Context: an optimization exercise on an open-source flow, tuned for small area. The choices shown serve that exercise and are no tape-out recipe.
Only simulation tests tie the RTL to the original design; equivalence was not proved.
Power and IR drop assume default switching activity.

$ cat design/flow/config.mk
export PLATFORM = sky130hd
export DESIGN_NAME = blatesbox_core
export DESIGN_NICKNAME = blatesbox_core
export VERILOG_FILES = /design/flow/design.v
export SDC_FILE = /design/flow/constraint.sdc
export NUM_CORES = 4
export LEC_CHECK = 0
export ABC_AREA = 1
export CAP_MARGIN = 20
export CORE_MARGIN = 2
export CORE_UTILIZATION = 40
export SLEW_MARGIN = 20
$ cat design/flow/constraint.sdc
create_clock -name core_clock -period 10.0 [get_ports {clk}]
set_input_delay 2.0000 -clock core_clock [delete_from_list [all_inputs] [get_ports {clk}]]
set_output_delay 2.0000 -clock core_clock [all_outputs]
set_load 0.01 [all_outputs]
$ cat design/flow/design.v
module blatesbox_core (
    input  wire       clk,
    input  wire       rst,
    input  wire       tick,
    input  wire       btn,
    input  wire [7:0] sample,
    output reg        disp_data,
    output reg        disp_clk,
    output reg        disp_latch,
    output wire       beep
);
    reg        btn_q, epend, tpend, en;
    reg  [3:0] fs;
    localparam F_INIT=4'd0, F_WREL=4'd1, F_ARM=4'd2, F_POLL=4'd3, F_DIE0=4'd4, F_DIE1=4'd5,
               F_MAP=4'd6, F_RL=4'd7, F_BEEP=4'd8, F_CLR=4'd9, F_DIE0B=4'd12, F_DIE1B=4'd13;
    wire sa;
    wire busy      = fs[3] & fs[2];
    wire boundary  = !sa && !busy;
    wire take_tick = boundary && tpend && en;
    wire take_edge = boundary && !take_tick && epend && en;
    wire fg_step   = busy || (boundary && !take_tick && !take_edge);
    wire fg_init = fg_step && fs == F_INIT;
    wire fg_wrel = fg_step && fs == F_WREL;
    wire fg_arm  = fg_step && fs == F_ARM;
    wire fg_poll = fg_step && fs == F_POLL;
    wire fg_die  = fg_step && fs[2:1] == 2'b10;
    wire fg_map  = fg_step && fs == F_MAP;
    wire fg_rl   = fg_step && fs == F_RL;
    wire fg_beep = fg_step && fs == F_BEEP;
    wire fg_clr  = fg_step && fs == F_CLR;
    reg  [2:0] d0, d1;
    reg  [7:0] pat;
    wire die_face = (!d0[1]) | (!d0[0]);
    wire die_nbr  = fg_die && die_face;
    wire die_uni  = fg_die && !die_face;
    wire d0_23 = (d0[0] & d0[2]) | (!d0[0] & d0[1] & !d0[2]);
    wire d1_23 = (d1[0] & d1[2]) | (!d1[0] & d1[1] & !d1[2]);
    reg  [7:0] a, b, c;
    reg  [8:0] q;
    wire [7:0] mix_a = a ^ ({8{take_edge}} & (sample ^ {8{btn_q}}));
    function [7:0] add8(input [7:0] x, input [7:0] y);
        integer k;
        reg cy;
        begin
            cy = 1'b0;
            for (k = 0; k < 8; k = k + 1) begin
                add8[k] = x[k] ^ y[k] ^ cy;
                cy = (x[k] & y[k]) | (cy & (x[k] ^ y[k]));
            end
        end
    endfunction
    wire [7:0] a1, bs, c1;
    wire [7:0] b1 = {bs[6:0], bs[7]};
    assign a1 = add8(mix_a, 8'h9D);
    assign bs = b + a1;
    assign c1 = add8(c, b1 ^ {a1[2:0], a1[7:3]});
    wire [7:0] o1 = c1 ^ b1;
    wire take2 = die_nbr || (fg_map && d0_23 && d1_23);
    wire take1 = die_nbr || (fg_map && (d0_23 || d1_23));
    wire hi0 = (q[8:2] == 7'd0);
    wire r1  = hi0 && !q[1];            
    wire one = hi0 && q[1];             
    wire [1:0] bv = {r1 ? o1[1] : (one ? o1[0] : q[1]), r1 ? o1[0] : q[0]};
    wire refill = take1 && (r1 || (take2 && one));
    wire [8:0] w = refill ? {1'b1, o1} : q;
    wire shift2 = take2 && !one;
    wire adv = take_edge || die_uni || refill;
    always @(posedge clk) begin
        if (fg_init) begin
            a <= 8'h10; b <= 8'h20; c <= 8'h30;
        end else if (adv) begin
            a <= a1; b <= b1; c <= c1;
        end
        if (fg_init)
            q <= 9'd1;
        else if (take1)
            q <= shift2 ? {2'b00, w[8:2]} : {1'b0, w[8:1]};
    end
    wire       uni_ok = (o1[7:2] != 6'b111111);
    wire [1:0] m3a, m3b;    
    assign m3a[0] = (!o1[0] & !o1[1] & o1[2] & !o1[3]) | (!o1[0] & o1[1] & !o1[2] & o1[3]) | (o1[0] & !o1[1] & !o1[2] & !o1[3]) | (o1[0] & o1[1] & o1[2] & !o1[3]) | (o1[0] & !o1[1] & o1[2] & o1[3]);
    assign m3a[1] = (o1[0] & !o1[1] & o1[2] & !o1[3]) | (o1[0] & o1[1] & !o1[2] & o1[3]) | (!o1[0] & o1[1] & !o1[2] & !o1[3]) | (!o1[0] & !o1[1] & !o1[2] & o1[3]) | (!o1[0] & o1[1] & o1[2] & o1[3]);
    assign m3b[0] = (!o1[4] & !o1[5] & o1[6] & !o1[7]) | (!o1[4] & o1[5] & !o1[6] & o1[7]) | (o1[4] & !o1[5] & !o1[6] & !o1[7]) | (o1[4] & o1[5] & o1[6] & !o1[7]) | (o1[4] & !o1[5] & o1[6] & o1[7]);
    assign m3b[1] = (o1[4] & !o1[5] & o1[6] & !o1[7]) | (o1[4] & o1[5] & !o1[6] & o1[7]) | (!o1[4] & o1[5] & !o1[6] & !o1[7]) | (!o1[4] & !o1[5] & !o1[6] & o1[7]) | (!o1[4] & o1[5] & o1[6] & o1[7]);
    wire [2:0] uni_code, nbr;
    assign uni_code[0] = (m3a[0] & !m3b[0] & o1[0]) | (!m3a[0] & m3b[0] & o1[0]) | (m3a[1] & m3b[1] & o1[0]) | (!m3a[0] & !m3a[1] & !m3b[1] & o1[0]);
    assign uni_code[1] = (m3a[0] & m3b[0]) | (m3a[1] & !m3b[0] & !m3b[1]) | (!m3a[0] & !m3a[1] & m3b[1]);
    assign uni_code[2] = (m3a[1] & m3b[1]) | (m3a[0] & !m3b[0] & !m3b[1]) | (!m3a[0] & !m3a[1] & m3b[0]) | (m3a[0] & m3b[0] & o1[0]) | (!m3a[0] & m3b[1] & o1[0]) | (m3a[1] & !m3b[0] & o1[0]);
    assign nbr[0] = (!bv[0] & bv[1] & d0[2]) | (!bv[0] & !d0[0] & !d0[1] & !d0[2]) | (!bv[0] & d0[1] & d0[2]) | (bv[0] & !bv[1] & d0[0] & !d0[2]) | (bv[0] & !bv[1] & d0[1] & !d0[2]);
    assign nbr[1] = (bv[0] & !d0[1] & d0[2]) | (bv[0] & bv[1] & d0[0]) | (bv[0] & !bv[1] & d0[2]) | (bv[0] & !bv[1] & !d0[0] & !d0[1]) | (bv[0] & bv[1] & d0[1] & !d0[2]);
    assign nbr[2] = (bv[0] & bv[1]) | (bv[1] & d0[1] & !d0[2]) | (bv[0] & d0[0] & !d0[2]) | (bv[0] & d0[1] & !d0[2]) | (bv[1] & d0[0] & !d0[2]) | (!bv[0] & !bv[1] & d0[1] & d0[2]) | (!bv[0] & !bv[1] & !d0[0] & !d0[1] & !d0[2]);
    function [3:0] dots(input [2:0] f, input r);
        dots = {(!f[0] & f[2]) | (r & f[0]) | (r & f[1]) | (f[0] & !f[2]), (f[1] & f[2]), (!f[0] & f[2]) | (!r & f[0]) | (!r & f[1]) | (f[0] & !f[2]), (!f[0] & !f[1]) | (!f[0] & !f[2])};
    endfunction
    wire rr0 = bv[0];
    wire rr1 = d0_23 ? bv[1] : bv[0];
    reg  [4:0]  vel;
    reg  [10:0] rd;
    reg  [7:0]  fc, hc;
    reg  [5:0]  bc;
    reg         rp;
    wire vel_nz   = (vel != 5'd0);
    wire fc_zero  = (fc == 8'd1);
    wire do_blink = fc_zero && !vel_nz && (d0 != d1);
    wire do_blank = (hc == 8'd128);
    wire bc_end   = (bc == 6'd32);
    wire roll_due = vel_nz && !(rd[1] | rd[2] | rd[3] | rd[4] | rd[5] | rd[6] | rd[7] | rd[8] | rd[9] | rd[10]);
    wire [4:0] vel_roll, vel_press;
    assign vel_roll[0] = (!vel[0] & !vel[4]) | (btn_q & !vel[0]);
    assign vel_roll[1] = (btn_q & !vel[0] & !vel[1]) | (!btn_q & !vel[0] & vel[1]) | (btn_q & vel[0] & vel[1]) | (!btn_q & vel[0] & !vel[1]);
    assign vel_roll[2] = (!vel[0] & vel[1] & vel[2]) | (btn_q & vel[0] & vel[2]) | (!btn_q & !vel[1] & vel[2]) | (!btn_q & vel[0] & vel[1] & !vel[2]) | (btn_q & !vel[0] & !vel[1] & !vel[2]);
    assign vel_roll[3] = (btn_q & vel[1] & vel[3]) | (!btn_q & !vel[2] & vel[3]) | (!vel[1] & vel[2] & vel[3]) | (btn_q & vel[4]) | (!btn_q & !vel[0] & vel[3]) | (vel[0] & !vel[1] & vel[3]) | (!btn_q & vel[0] & vel[1] & vel[2] & !vel[3]);
    assign vel_roll[4] = (!btn_q & vel[4]) | (!btn_q & vel[0] & vel[1] & vel[2] & vel[3]);
    assign vel_press[0] = (!vel[0] & !vel[2] & !vel[4]) | (!vel[0] & !vel[3] & !vel[4]) | (!vel[0] & !vel[1] & vel[3]);
    assign vel_press[1] = (!vel[0] & !vel[1] & !vel[4]) | (vel[0] & vel[1] & !vel[2]) | (vel[0] & vel[1] & !vel[3]);
    assign vel_press[2] = (vel[0] & !vel[2]) | (vel[1] & !vel[2]) | (!vel[0] & !vel[1] & vel[2]);
    assign vel_press[3] = (!vel[2] & vel[3]) | (vel[1] & vel[2] & !vel[3]) | (!vel[0] & !vel[1] & vel[3]) | (vel[0] & vel[2] & !vel[3]);
    assign vel_press[4] = (vel[0] & vel[2] & vel[3]) | (vel[4]) | (vel[1] & vel[2] & vel[3]);
    wire [10:0] rd_new;
    assign rd_new[0] = (vel[1] & !vel[2] & !vel[3]) | (btn_q & !vel[0] & !vel[3] & !vel[4]) | (!btn_q & vel[0] & !vel[1] & !vel[2]) | (!btn_q & !vel[0] & !vel[1] & vel[2]) | (btn_q & vel[0] & vel[1] & !vel[2]) | (btn_q & !vel[0] & vel[1] & vel[2]) | (btn_q & !vel[1] & vel[2] & !vel[3]);
    assign rd_new[1] = (btn_q & !vel[0] & !vel[4]) | (!btn_q & vel[1] & !vel[2]) | (!vel[0] & !vel[1] & !vel[4]) | (btn_q & !vel[1] & vel[2]) | (vel[1] & !vel[2] & !vel[3]) | (!vel[0] & !vel[3] & !vel[4]) | (!btn_q & vel[0] & !vel[2] & !vel[3]);
    assign rd_new[2] = (!vel[0] & !vel[3]) | (!vel[0] & !vel[2]) | (vel[1] & !vel[2] & !vel[3]) | (vel[0] & vel[1] & vel[2] & vel[3]) | (btn_q & !vel[0] & !vel[1]) | (!btn_q & !vel[2] & !vel[3]) | (!btn_q & !vel[0] & vel[1]) | (!btn_q & vel[0] & vel[2] & vel[3]) | (btn_q & !vel[1] & vel[2] & !vel[3]);
    assign rd_new[3] = (vel[0] & vel[2] & !vel[3]) | (!vel[0] & !vel[1] & vel[2]) | (vel[1] & !vel[2] & !vel[3]) | (vel[1] & vel[2] & vel[3]) | (!btn_q & vel[0] & !vel[1]) | (vel[4]) | (btn_q & vel[0] & !vel[2] & vel[3]) | (btn_q & vel[1] & !vel[3]) | (!btn_q & !vel[0] & vel[1] & vel[3]);
    assign rd_new[4] = (vel[1] & !vel[2] & !vel[3]) | (!vel[0] & !vel[1] & !vel[3]) | (vel[0] & vel[1] & vel[2] & vel[3]) | (!btn_q & !vel[2] & !vel[3]) | (btn_q & !vel[0] & !vel[3]) | (!btn_q & vel[0] & vel[2] & vel[3]) | (btn_q & !vel[1] & vel[2] & !vel[3]) | (!btn_q & vel[1] & vel[2] & vel[3]);
    assign rd_new[5] = (vel[0] & vel[2] & !vel[3]) | (btn_q & vel[1] & !vel[2]) | (!btn_q & vel[0] & !vel[2]) | (!vel[1] & vel[2] & !vel[3]) | (btn_q & vel[0] & !vel[1] & vel[3]) | (vel[1] & !vel[2] & !vel[3]) | (btn_q & vel[1] & !vel[3]) | (!btn_q & !vel[1] & !vel[2] & vel[3]);
    assign rd_new[6] = (!btn_q & vel[1] & vel[3]) | (vel[0] & vel[2] & vel[3]) | (vel[4]) | (!btn_q & !vel[0] & !vel[2] & vel[3]) | (btn_q & !vel[1] & vel[2] & vel[3]) | (!vel[0] & vel[1] & !vel[2] & vel[3]);
    assign rd_new[7] = (!btn_q & vel[2] & vel[3]) | (vel[4]) | (vel[1] & vel[2] & vel[3]) | (btn_q & vel[0] & vel[1] & vel[2]) | (!btn_q & vel[0] & !vel[1] & vel[2]) | (btn_q & vel[0] & vel[1] & vel[3]) | (!btn_q & vel[0] & !vel[1] & vel[3]);
    assign rd_new[8] = (!vel[0] & vel[2]) | (!vel[0] & !vel[3]) | (vel[1] & !vel[2] & !vel[3]) | (vel[1] & vel[2] & vel[3]) | (btn_q & !vel[0] & !vel[1]) | (!btn_q & !vel[2] & !vel[3]) | (!btn_q & vel[2] & vel[3]) | (!btn_q & !vel[0] & vel[1]) | (btn_q & !vel[1] & vel[2] & !vel[3]);
    assign rd_new[9] = (!btn_q & vel[1] & vel[2]) | (vel[4]) | (btn_q & !vel[1] & !vel[2] & vel[3]) | (!btn_q & !vel[0] & vel[1] & vel[3]) | (vel[0] & vel[1] & vel[2] & vel[3]) | (!btn_q & vel[0] & vel[2] & vel[3]) | (btn_q & !vel[0] & !vel[1] & vel[3]);
    assign rd_new[10] = (!vel[0] & !vel[3]) | (!btn_q & vel[0] & vel[1]) | (vel[0] & vel[2] & vel[3]) | (!vel[0] & !vel[1] & !vel[2]) | (vel[1] & !vel[2] & !vel[3]) | (!btn_q & !vel[2] & !vel[3]) | (!btn_q & vel[1] & vel[2]) | (btn_q & !vel[0] & !vel[2]) | (btn_q & vel[0] & !vel[1] & vel[2]) | (btn_q & !vel[1] & !vel[2] & vel[3]);
    assign beep = (bc != 6'd0);
    reg        sblank, smore, sba;   
    reg        sact;
    reg  [4:0] sk, fk;
    assign sa = sact;
    wire [4:0] ek = sact ? sk : fk;
    wire [2:0] ei = ek[4:2];
    wire [1:0] ep = ek[1:0];
    wire       eblank = sact && sblank;
    wire [4:0] ek_next = {ei + {2'b00, ep[1]},
                          ep == 2'd0 ? 2'd1 :
                          ep == 2'd1 ? 2'd2 :
                          ep == 2'd2 ? ((ei == 3'd7) ? 2'd3 : {1'b0, eblank}) : 2'd3};
    wire       e_end = (ep == 2'd3) && (eblank ? ei[0] : ei[1]);
    wire       ev_go = sact || fg_rl;
    always @(posedge clk) begin
        btn_q <= btn;
        if (rst) begin
            vel <= 5'd0; rd <= 11'd0; fc <= 8'd1; hc <= 8'd0; bc <= 6'd0; rp <= 1'b0;
            d0 <= 3'd3; d1 <= 3'd3; pat <= 8'd0;
            epend <= 1'b0; tpend <= 1'b0; en <= 1'b0;
            fs <= F_INIT;
            sact <= 1'b0;
            disp_data <= 1'b0; disp_clk <= 1'b0; disp_latch <= 1'b0;
        end else begin
            if (take_tick) begin
                fc <= {fc[6:0], fc[7] ^ fc[5] ^ fc[4] ^ fc[3]};
                hc <= {hc[6:0], (hc[7] ^ hc[5] ^ hc[4] ^ hc[3]) & !do_blank};
                bc <= {bc[4:0], (bc[5] ^ bc[4]) & !bc_end};
                rd <= roll_due ? rd_new : {rd[9:0], rd[8] ^ rd[10]};
                if (roll_due) begin
                    vel <= vel_roll;
                    rp  <= 1'b1;
                    if (vel_roll == 5'd0) hc <= 8'd173;
                end
                sact   <= do_blink || do_blank;
                sblank <= 1'b1;
                smore  <= do_blink;
                sba    <= do_blank;
                sk     <= 5'b00001;
            end
            if (sact) begin
                if (e_end) begin
                    if (smore) begin
                        smore  <= 1'b0;
                        sblank <= 1'b0;
                        sk     <= 5'b00000;
                    end else if (!sblank && sba) begin
                        sblank <= 1'b1;
                        sk     <= 5'b00001;
                    end else
                        sact <= 1'b0;
                end else
                    sk <= ek_next;
            end
            if (take_edge && !btn_q) vel <= vel_press;
            if (fg_init) fs <= F_WREL;
            if (fg_wrel && btn_q) fs <= F_ARM;
            if (fg_arm) begin en <= 1'b1; fs <= F_POLL; end
            if (fg_poll && rp) fs <= F_DIE0;
            if (die_nbr || (die_uni && uni_ok)) begin
                d0 <= d1; d1 <= die_nbr ? nbr : uni_code;
                fs <= fs[0] ? F_MAP : F_DIE1;
            end
            if (die_uni && !uni_ok) fs <= {2'b11, fs[1:0]};
            if (fg_map) begin
                pat <= {dots(d1, rr1), dots(d0, rr0)};
                fs <= F_RL; fk <= 5'd0;
            end
            if (fg_rl) begin
                if (e_end) fs <= F_BEEP;
                fk <= ek_next;
            end
            if (fg_beep) begin bc <= 6'd10; fs <= F_CLR; end
            if (fg_clr) begin rp <= 1'b0; fs <= F_POLL; end
            if (ev_go) begin
                if (ep == 2'd0 || (ep == 2'd3 && ei == 3'd2)) disp_data <= (ep == 2'd0) & pat[ei];
                if (ep == 2'd1 || ep == 2'd2) disp_clk <= !ep[1];
                if (ep == 2'd3 && !ei[1]) disp_latch <= !ei[0];
            end
            epend <= ((take_edge || fg_arm) ? 1'b0 : epend) || ((btn != btn_q) && en);
            tpend <= ((take_tick || fg_arm) ? 1'b0 : tpend) || (tick && en);
        end
    end
endmodule
$ cat design/flow/flow/run.sh
#!/bin/bash
# Own layout flow: the standard synthesis, then the combinational logic of
# the synthesised netlist is re-mapped with an area-oriented ABC script
# (flow/reabc.sh; every flip-flop instance keeps its name, cell type and
# connections), then the standard layout from floorplan to finish.
# Each tool's output goes to its own log file in the work folder.
set -euo pipefail
W=$(pwd)
R=$W/orfs/results/${FLOW_PLATFORM}/blatesbox_core/base
bash standard.sh synth > synth.log 2>&1
cp "$R/1_2_yosys.v" 1_2_yosys.standard.v
bash flow/reabc.sh 1_2_yosys.standard.v 1_2_yosys.reabc.v reabc.log
cp 1_2_yosys.reabc.v "$R/1_2_yosys.v"
rm -f "$R/1_synth.odb" "$R/1_synth.sdc"
bash standard.sh finish > layout.log 2>&1
$ cat design/flow/flow/reabc.sh
#!/bin/bash
# reabc.sh IN.v OUT.v LOG : re-map the combinational logic of a synthesised
# sky130hd netlist with an area-oriented ABC script; flip-flop instances
# (names, cell types and connections) are kept as they are.
set -euo pipefail
IN=$1; OUT=$2; LOG=$3
LIB=${FLOW_HOME:-/OpenROAD-flow-scripts/flow}/platforms/sky130hd/lib/sky130_fd_sc_hd__tt_025C_1v80.lib
DU=""
for c in $(grep -o 'sky130_fd_sc_hd__\(probe\|lpflow\)[a-z0-9_]*' $LIB | sort -u); do DU="$DU -dont_use $c"; done
SCRIPT=${ABC_SCRIPT:-"+strash;dch;map,-a;topo;dnsize"}
FF=$(grep -o 'sky130_fd_sc_hd__[a-z0-9_]*df[a-z0-9_]*' $IN | sort -u | tr '\n' ' ')
cat > reabc.ys <<EOY
read_liberty -ignore_miss_func $LIB
read_verilog $IN
hierarchy -top blatesbox_core
setattr -mod -set blackbox 1 $FF
flatten
opt_clean -purge
abc -liberty $LIB $DU -script $SCRIPT
setundef -zero
opt_clean -purge
hilomap -singleton -hicell sky130_fd_sc_hd__conb_1 HI -locell sky130_fd_sc_hd__conb_1 LO
insbuf -buf sky130_fd_sc_hd__buf_4 A X
splitnets
opt_clean -purge
blackbox sky130_fd_sc_hd__*
read_liberty -lib $LIB
stat -liberty $LIB
write_verilog -noattr -nohex -nodec $OUT
EOY
yosys -s reabc.ys > $LOG 2>&1
$ cat design/flow/standard.sh
#!/bin/bash
# synth_recipe.tcl (not shown) runs the flow's synth.tcl, then flattens the netlist and writes it again
# the make line also repeats each setting of config.mk as NAME=value (left out here)
make -C /OpenROAD-flow-scripts/flow DESIGN_CONFIG=/design/flow/config.mk WORK_HOME=/design/flow/orfs CLKGATE_MAP_FILE= SYNTH_SCRIPT=/design/flow/synth_recipe.tcl "${@:-finish}"
==> results by group, run 1 <==
Worst setup path
  • CP top delay family: simple AND/OR/NAND/NOR gates
  • Worst R2R End: d1[0]
  • Crit path required time: 10.23 ns
  • Worst Setup End Kind: flop
  • CP Data Arrival Time: around 8.5 ns
  • CP endpoint: d1[0]
  • Reg-to-Reg Start: sact
  • Worst path depth: 45
  • Crit path buf inv count: 8
  • CP max stage delay: around 0.47 ns
  • Reg2Reg Depth: between 40 and 50
  • Startpoint Class: primary input
  • Critical Path Fanout Max: 5
  • Setup crit start: sample[0]
  • CP max stage cell: clkdlybuf4s50_1
  • Crit Path Class: primary input to flop
  • FF-to-FF setup slack: ~2.5 ns

Layout
  • FILL cells: 1648
  • Register Area: 2330 sq um
  • # nets final: slightly below 1000
  • Proportion of layout cells with a drive suffix above 1: 3.38%
  • Area Growth Syn to Fin: 12.1%
  • Multi-input gate area: approximately 3500 sq um
  • Final Util: between 40 and 50%
  • Ant. Diodes: 0

Drt
  • Vias/cell: 5.17
  • Via count: between 6000 and 7000
  • Routed WL per cell: 13.5 um
  • DRT antenna net count: 0
  • WL final: roughly 16000 um
  • Initial DRC count: around 400
  • DRT Pass-1 Iters: 5
  • DRC: 0

Timing
  • Part of the cycle the worst path needs: 82.7%
  • Fin. max-slew vios: 0
  • Relative slew slack: a little over two fifths
  • Tmin final: 8.27 ns
  • Fin Clk Skew: between 0.007 and 0.008 ns
  • Fmax achieved: 0.121 GHz
  • RSZ-0062 raised after global routing: no
  • Setup tns final: 0 ns
  • Endpoints failing hold: 0
  • Worst hold margin: about 0.45 ns
  • Setup violators final: 0
  • Slew of the pin with the lowest slew margin: approximately 0.86 ns

Yosys
  • Area of the mapped netlist: 6360 sq um
  • Syn Nets: around 950
  • Yosys warnings: 1
  • Post-synthesis instance total: 939
  • Avg Synthesized Cell Area: between 6 and 7 sq um

Floorplanning
  • Total core area: between 15000 and 20000 sq um
  • # rows: 46
  • Ports: 16
  • Die area: between 15000 and 20000 sq um
  • Effective utilization at floorplan: between 40 and 50%
  • Die W: roughly 130 um
  • Die Y-Extent: about 130 um

Placed design
  • Placed wire-length estimate: between 10000 and 15000 um
  • RePlAce Congestion: 0.944
  • Port buffer count: 15

Pwr
  • Power, Total: around 900 uW
  • P_leak: ~2.6 nW
  • Worst VDD drop: ~0.081 mV
  • PwrDens: about 130 nW/um^2

Clock network
  • CTS tree: done
  • CTS clk-pin slew, worst paths: about 0.080 ns
  • # Post-CTS Setup Buffers: 0
  • Root Buffer: clkbuf_16
  • Post-CTS resize count: 0
  • Clk sinks: 110
  • H-Tree Depth: 3
  • CTS Buf Count: 9
  • Worst skew pair latency: 0.37 ns
  • Post-CTS Hold Fix Bufs: 0
  • Max clock buf depth: 2

Global route
  • Vias in the first global route: 5580
  • Pin count of the biggest net entering global routing: between 40 and 50
  • First-pass GRT wire length: about 27000 um
  • Total congestion overflow: 0
  • Antenna violations before repair: 0
  • GRT Overall Usage: between 20% and 30%

Worst hold path
  • Hold/Removal Path Class: flop to flop

Flow run
  • Max-cap viol count: 0

Status
  • Status: finished clean
-- layer usage --
metal	up-vias	track usage (%)	wire length (um)	part of all wire, %
met5	-	0	0	0
met3	19	3.98	522	3.2
met2	134	33.4	7560	47
met4	0	6.26	259	1.6
li1	3258	-	-	-
met1	2762	26.1	7790	48
-- worst min-delay path by stage --
| stage | cells past startpoint | end | slack (ns) | startpoint |
|---|---|---|---|---|
| finish | 2 | pat[2] | 0.45 | pat[2] |
| global route | 2 | pat[2] | 0.47 | pat[2] |
| CTS | 2 | pat[2] | 0.46 | pat[2] |
| detailed placement | 2 | pat[2] | 0.45 | pat[2] |
| global placement | 2 | pat[2] | 0.45 | pat[2] |
| floorplan | 2 | rp | 0.42 | rp |
-- registers in the layout, summed over array words and instances, names as in the netlist, 3 cells and up --
name and flops:
bc 6, pat 8, rd 11, fs 4, d0 3, fk 5
q 8, d1 3, sk 5, c 8, hc 8, b 8
fc 8, vel 5, a 8
-- report_power, final --
group	switching [mW]	total, mW	internal [mW]
logic	0.0664	0.105	0.0382
registers	0.00323	0.453	0.450
clock network	0.188	0.367	0.179
-- worst min-delay path: stages (launching register included) --
cell and delay, ns:
dfxtp_1 0.31, clkinv_1 0.05, a211oi_1 0.05
-- area by class of cell --
type | instances | area share, %
clock buffers | 9 | 3.16
clock inverters | 7 | 0.965
inverters | 150 | 7.90
multi-input cells | 679 | 48.6
flip-flops and latches | 110 | 32.7
well taps | 216 | 3.79
repair buffers | 22 | 2.84
-- cell usage in the layout, fill, tap and decap left out, types with 8 or more instances in the layout --
master and instances:
clkbuf_16 9, a31oi_1 13, clkinv_1 150, xnor2_1 22, o21ai_0 66, nor4_1 12
a22oi_1 8, nor3_1 19, nand3_1 25, xor2_1 32, a211oi_1 8, edfxtp_1 13
o211ai_1 8, nand2_1 156, o22ai_1 17, dfxtp_1 97, clkdlybuf4s50_1 15, a21oi_1 111
nor2_1 138
-- per-stage QoR --
step	setup slack [ns]	instance area, sq um	cells
floorplan	2.53	6360	939
global placement	1.61	6840	1177
detailed placement	1.38	6840	1177
CTS	1.75	7130	1193
global route	0.552	7130	1193
finish	1.73	7130	1193
==> run 2: changes to the inputs <==
==> design/flow/run.sh (new file) <==
#!/bin/bash
# synth_recipe.tcl (not shown) runs the flow's synth.tcl, then flattens the netlist and writes it again
# the make line also repeats each setting of config.mk as NAME=value (left out here)
make -C /OpenROAD-flow-scripts/flow DESIGN_CONFIG=/design/flow/config.mk WORK_HOME=/design/flow/orfs CLKGATE_MAP_FILE= SYNTH_SCRIPT=/design/flow/synth_recipe.tcl finish
removed: design/flow/flow/run.sh
removed: design/flow/flow/reabc.sh
removed: design/flow/standard.sh
==> run 2 against run 1 <==
Against the previous run:
- final cell count grew 2.8%
- largest cell class unchanged
- combinational power grew 17%
- largest power group unchanged
- setup slack lost 0.56 ns
- synthesized cell count grew 6.0%
- highest routed layer unchanged
- die area grew 8.9%
- non-clock buffer count is the same
==> results by group, run 2 <==
Timing
  • Fmax achieved: 0.113 GHz (was 0.121 GHz)
  • RSZ-0062 raised after global routing: no (unchanged)
  • Fin. max-slew vios: 0 (unchanged)
  • Tmin final: 8.83 ns (was 8.27 ns)
  • Setup violators final: 0 (unchanged)
  • Part of the cycle the worst path needs: 88.3% (was 82.7%)
  • Endpoints failing hold: 0 (unchanged)
  • Fin Clk Skew: 0.00924 ns (was 0.00777 ns)
  • Slew of the pin with the lowest slew margin: 0.953 ns (was 0.856 ns)
  • Setup tns final: 0 ns (unchanged)
  • Relative slew slack: 36.4% (was 42.5%)

Pwr
  • P_leak: 3.33 nW (was 2.57 nW)
  • Worst VDD drop: 0.0831 mV (was 0.0806 mV)
  • Power, Total: 988 uW (was 925 uW)
  • PwrDens: 130 nW/um^2 (about the same)

Global route
  • Pin count of the biggest net entering global routing: 43 (unchanged)
  • Total congestion overflow: 0 (unchanged)
  • GRT Overall Usage: 18.6% (was 20.0%)
  • Antenna violations before repair: 0 (unchanged)
  • Vias in the first global route: 5975 (was 5580)
  • First-pass GRT wire length: 28200 um (was 27200 um)

Yosys
  • Largest family of logic cells by synthesized area: simple AND/OR/NAND/NOR gates
  • Adder-Cell Fraction of Synth Area: approximately 5.4%
  • Ys flop type: dfxtp_1
  • Area share of the largest cell type after synthesis: around 28%
  • Post-Synth Simple-Gate Area: 25.2%
  • Synth Area in Compound Gates: 20.2%
  • XOR/XNOR Fraction of Synth Area: under 10%
  • Library cells used by synthesis: 53
  • Mux contribution to synthesized area: 0%
  • Avg Synthesized Cell Area: 6.98 sq um (was 6.78 sq um)
  • Top-count cell post-synth: nand2_1
  • Area of the mapped netlist: 6950 sq um (was 6360 sq um)
  • Synth cell count leaders: 205 x nand2_1, 131 x inv_1, 97 x dfxtp_1, 94 x nor2_1, 85 x a21oi_1
  • EDFF count, synth: 13
  • Register area share after synthesis: about a third
  • Synth area leader: dfxtp_1
  • Yosys warnings: 1 (unchanged)
  • Syn Nets: 1033 (was 951)
  • FFs w/ async S/R, synth: 0%
  • Post-synthesis instance total: 995 (was 939)
  • Flops & latches, synth: between 100 and 150
  • Top post-synthesis cells by area: dfxtp_1 28%, nand2_1 11%, inv_1 7.1%

Worst setup path
  • Crit path required time: 10.25 ns (was 10.23 ns)
  • CP most frequent cell: nand2_1
  • CP top delay family: adder cells (was simple AND/OR/NAND/NOR gates)
  • CP max stage cell: clkdlybuf4s50_1 (unchanged)
  • Crit path buf inv count: 8 (unchanged)
  • Crit Path Class: primary input to flop (unchanged)
  • CP max stage delay: 0.47 ns (about the same)
  • CP Data Arrival Time: 9.08 ns (was 8.50 ns)
  • Reg2Reg Depth: 43 (was 46)
  • Worst path depth: 42 (was 45)
  • Startpoint Class: primary input (unchanged)
  • Worst Setup End Kind: flop (unchanged)
  • Critical Path Fanout Max: 5 (unchanged)

Layout
  • Commonest non-fill, non-tap cell in the layout: nand2_1 (unchanged)
  • Max FFs per register: 11 (unchanged)
  • Area Growth Syn to Fin: 9.78% (was 12.1%)
  • Register Area: 2330 sq um (unchanged)
  • Top reg by flops: rd (unchanged)
  • FILL cells: 1790 (was 1648)
  • Most frequent cells in the layout: 205 x nand2_1, 131 x inv_1, 97 x dfxtp_1 (was 156 x nand2_1, 150 x clkinv_1, 138 x nor2_1)
  • Ant. Diodes: 0 (unchanged)
  • Proportion of layout cells with a drive suffix above 1: 5.59% (was 3.38%)
  • # nets final: 1034 (was 984)
  • Multi-input gate area: 3940 sq um (was 3470 sq um)

Clock network
  • Clk sinks: 110 (unchanged)
  • Root Buffer: clkbuf_16 (unchanged)
  • Worst skew pair latency: 0.36 ns (was 0.37 ns)
  • H-Tree Depth: 3 (unchanged)
  • CTS tree: done (unchanged)
  • Post-CTS resize count: 0 (unchanged)
  • Max clock buf depth: 2 (unchanged)
  • CTS clk-pin slew, worst paths: 0.08 ns (about the same)
  • CTS Buf Count: 9 (unchanged)
  • # Post-CTS Setup Buffers: 0 (unchanged)
  • Post-CTS Hold Fix Bufs: 0 (unchanged)

Drt
  • WL final: 16200 um (was 16100 um)
  • DRT antenna net count: 0 (unchanged)
  • Via count: 6338 (was 6173)
  • Initial DRC count: 421 (was 402)
  • Vias/cell: 5.17 (about the same)
  • DRC: 0 (unchanged)
  • DRT Pass-1 Iters: 5 (unchanged)
  • Routed WL per cell: 13.2 um (was 13.5 um)

Status
  • Status: finished clean (unchanged)

Worst hold path
  • Hold/Removal Path Class: flop to flop (unchanged)
  • Hold Crit Depth: 2 (unchanged)

Floorplanning
  • Effective utilization at floorplan: 40.6% (was 40.5%)
  • Die area: 18400 sq um (was 16900 sq um)
  • Die W: 136 um (was 130 um)
  • Ports: 16 (unchanged)
  • # rows: 48 (was 46)
  • Total core area: 17100 sq um (was 15700 sq um)
  • Die Y-Extent: 136 um (was 130 um)

Flow run
  • Max-cap viol count: 0 (unchanged)

Placed design
  • RePlAce Congestion: 0.881 (was 0.944)
  • Placed wire-length estimate: 11900 um (about the same)
  • Port buffer count: 15 (unchanged)
run 2: metrics by stage:
stage	hold slack (ns)	worst slack [ns]	std cells	instance area, sq um	utilization (%)
floorplan	0.433	1.89	995	6950	-
global placement	0.451	1.07	1210	7290	42.6
detailed placement	0.454	0.824	1210	7290	42.6
CTS	0.466	1.20	1226	7630	44.6
global route	0.489	0.514	1226	7630	44.6
finish	0.461	1.17	1226	7630	44.6
run 2: tightest hold or removal path, cell delays in order, from the launching register on:
cell and delay, ns:
dfxtp_1 0.32, inv_1 0.05, a211oi_1 0.05
run 2: cell type report:
cell class,count,area share [%]
Multi-Input combinational cell,714,51.7
Sequential cell,110,30.6
Inverter,139,6.91
Tap cell,225,3.69
Clock buffer,9,2.95
Timing Repair Buffer,22,2.66
Clock inverter,7,1.51
run 2: cells by family after synthesis:
family,after synthesis
compound gates,241
xor+xnor,47
fa+ha+maj,26
buf+inv,171
flops,110
simple gates,400
run 2: report_power, final:
part	internal (mW)	switching [mW]
combinational	0.0435	0.0791
sequential	0.450	0.00326
clock	0.227	0.185
run 2: worst paths after layout:
path	from	end	slack, ns
worst max-delay path	sample[0]	d1[0]	1.17
worst min-delay path	pat[6]	pat[6]	0.46
worst max register to register	sact	d1[0]	2.21
worst min register to register	pat[6]	pat[6]	0.46
run 2: per-layer routing:
metal	global-route usage (%)	routed length [um]
met5	0	0
met4	5.21	280
met3	3.48	564
met2	29.8	7160
met1	25.6	8170

## port drivers added, routing unchanged
The results above use ideal ports. As a check the final layouts listed here were re-extracted and re-timed, cells and wires unchanged. Step 1, drivers: a clkbuf_16 drives clk and a buf_2 each remaining input, both assumed. Step 2 times the ports against the registers' clock, not the clock port: input delays grow and output delays shrink by t, the midpoint of the rising clock arrivals with the driver on. Three values: ideal ports, drivers, drivers and shift; two values: the first two.
run	t (ns)	setup slack, ns	slew at the worst register clock pin (ns)	cell pins on the clock port's net
run 1	0.405	1.733 / 1.754 / 1.349	0.08 / 0.08	1
run 2	0.397	1.174 / 1.194 / 0.797	0.08 / 0.08	1
After both steps setup and hold are still met in every run listed. For run 1, which loses most, drivers alone change the setup slack by +0.021 ns; drivers and shift together by -0.384 ns.
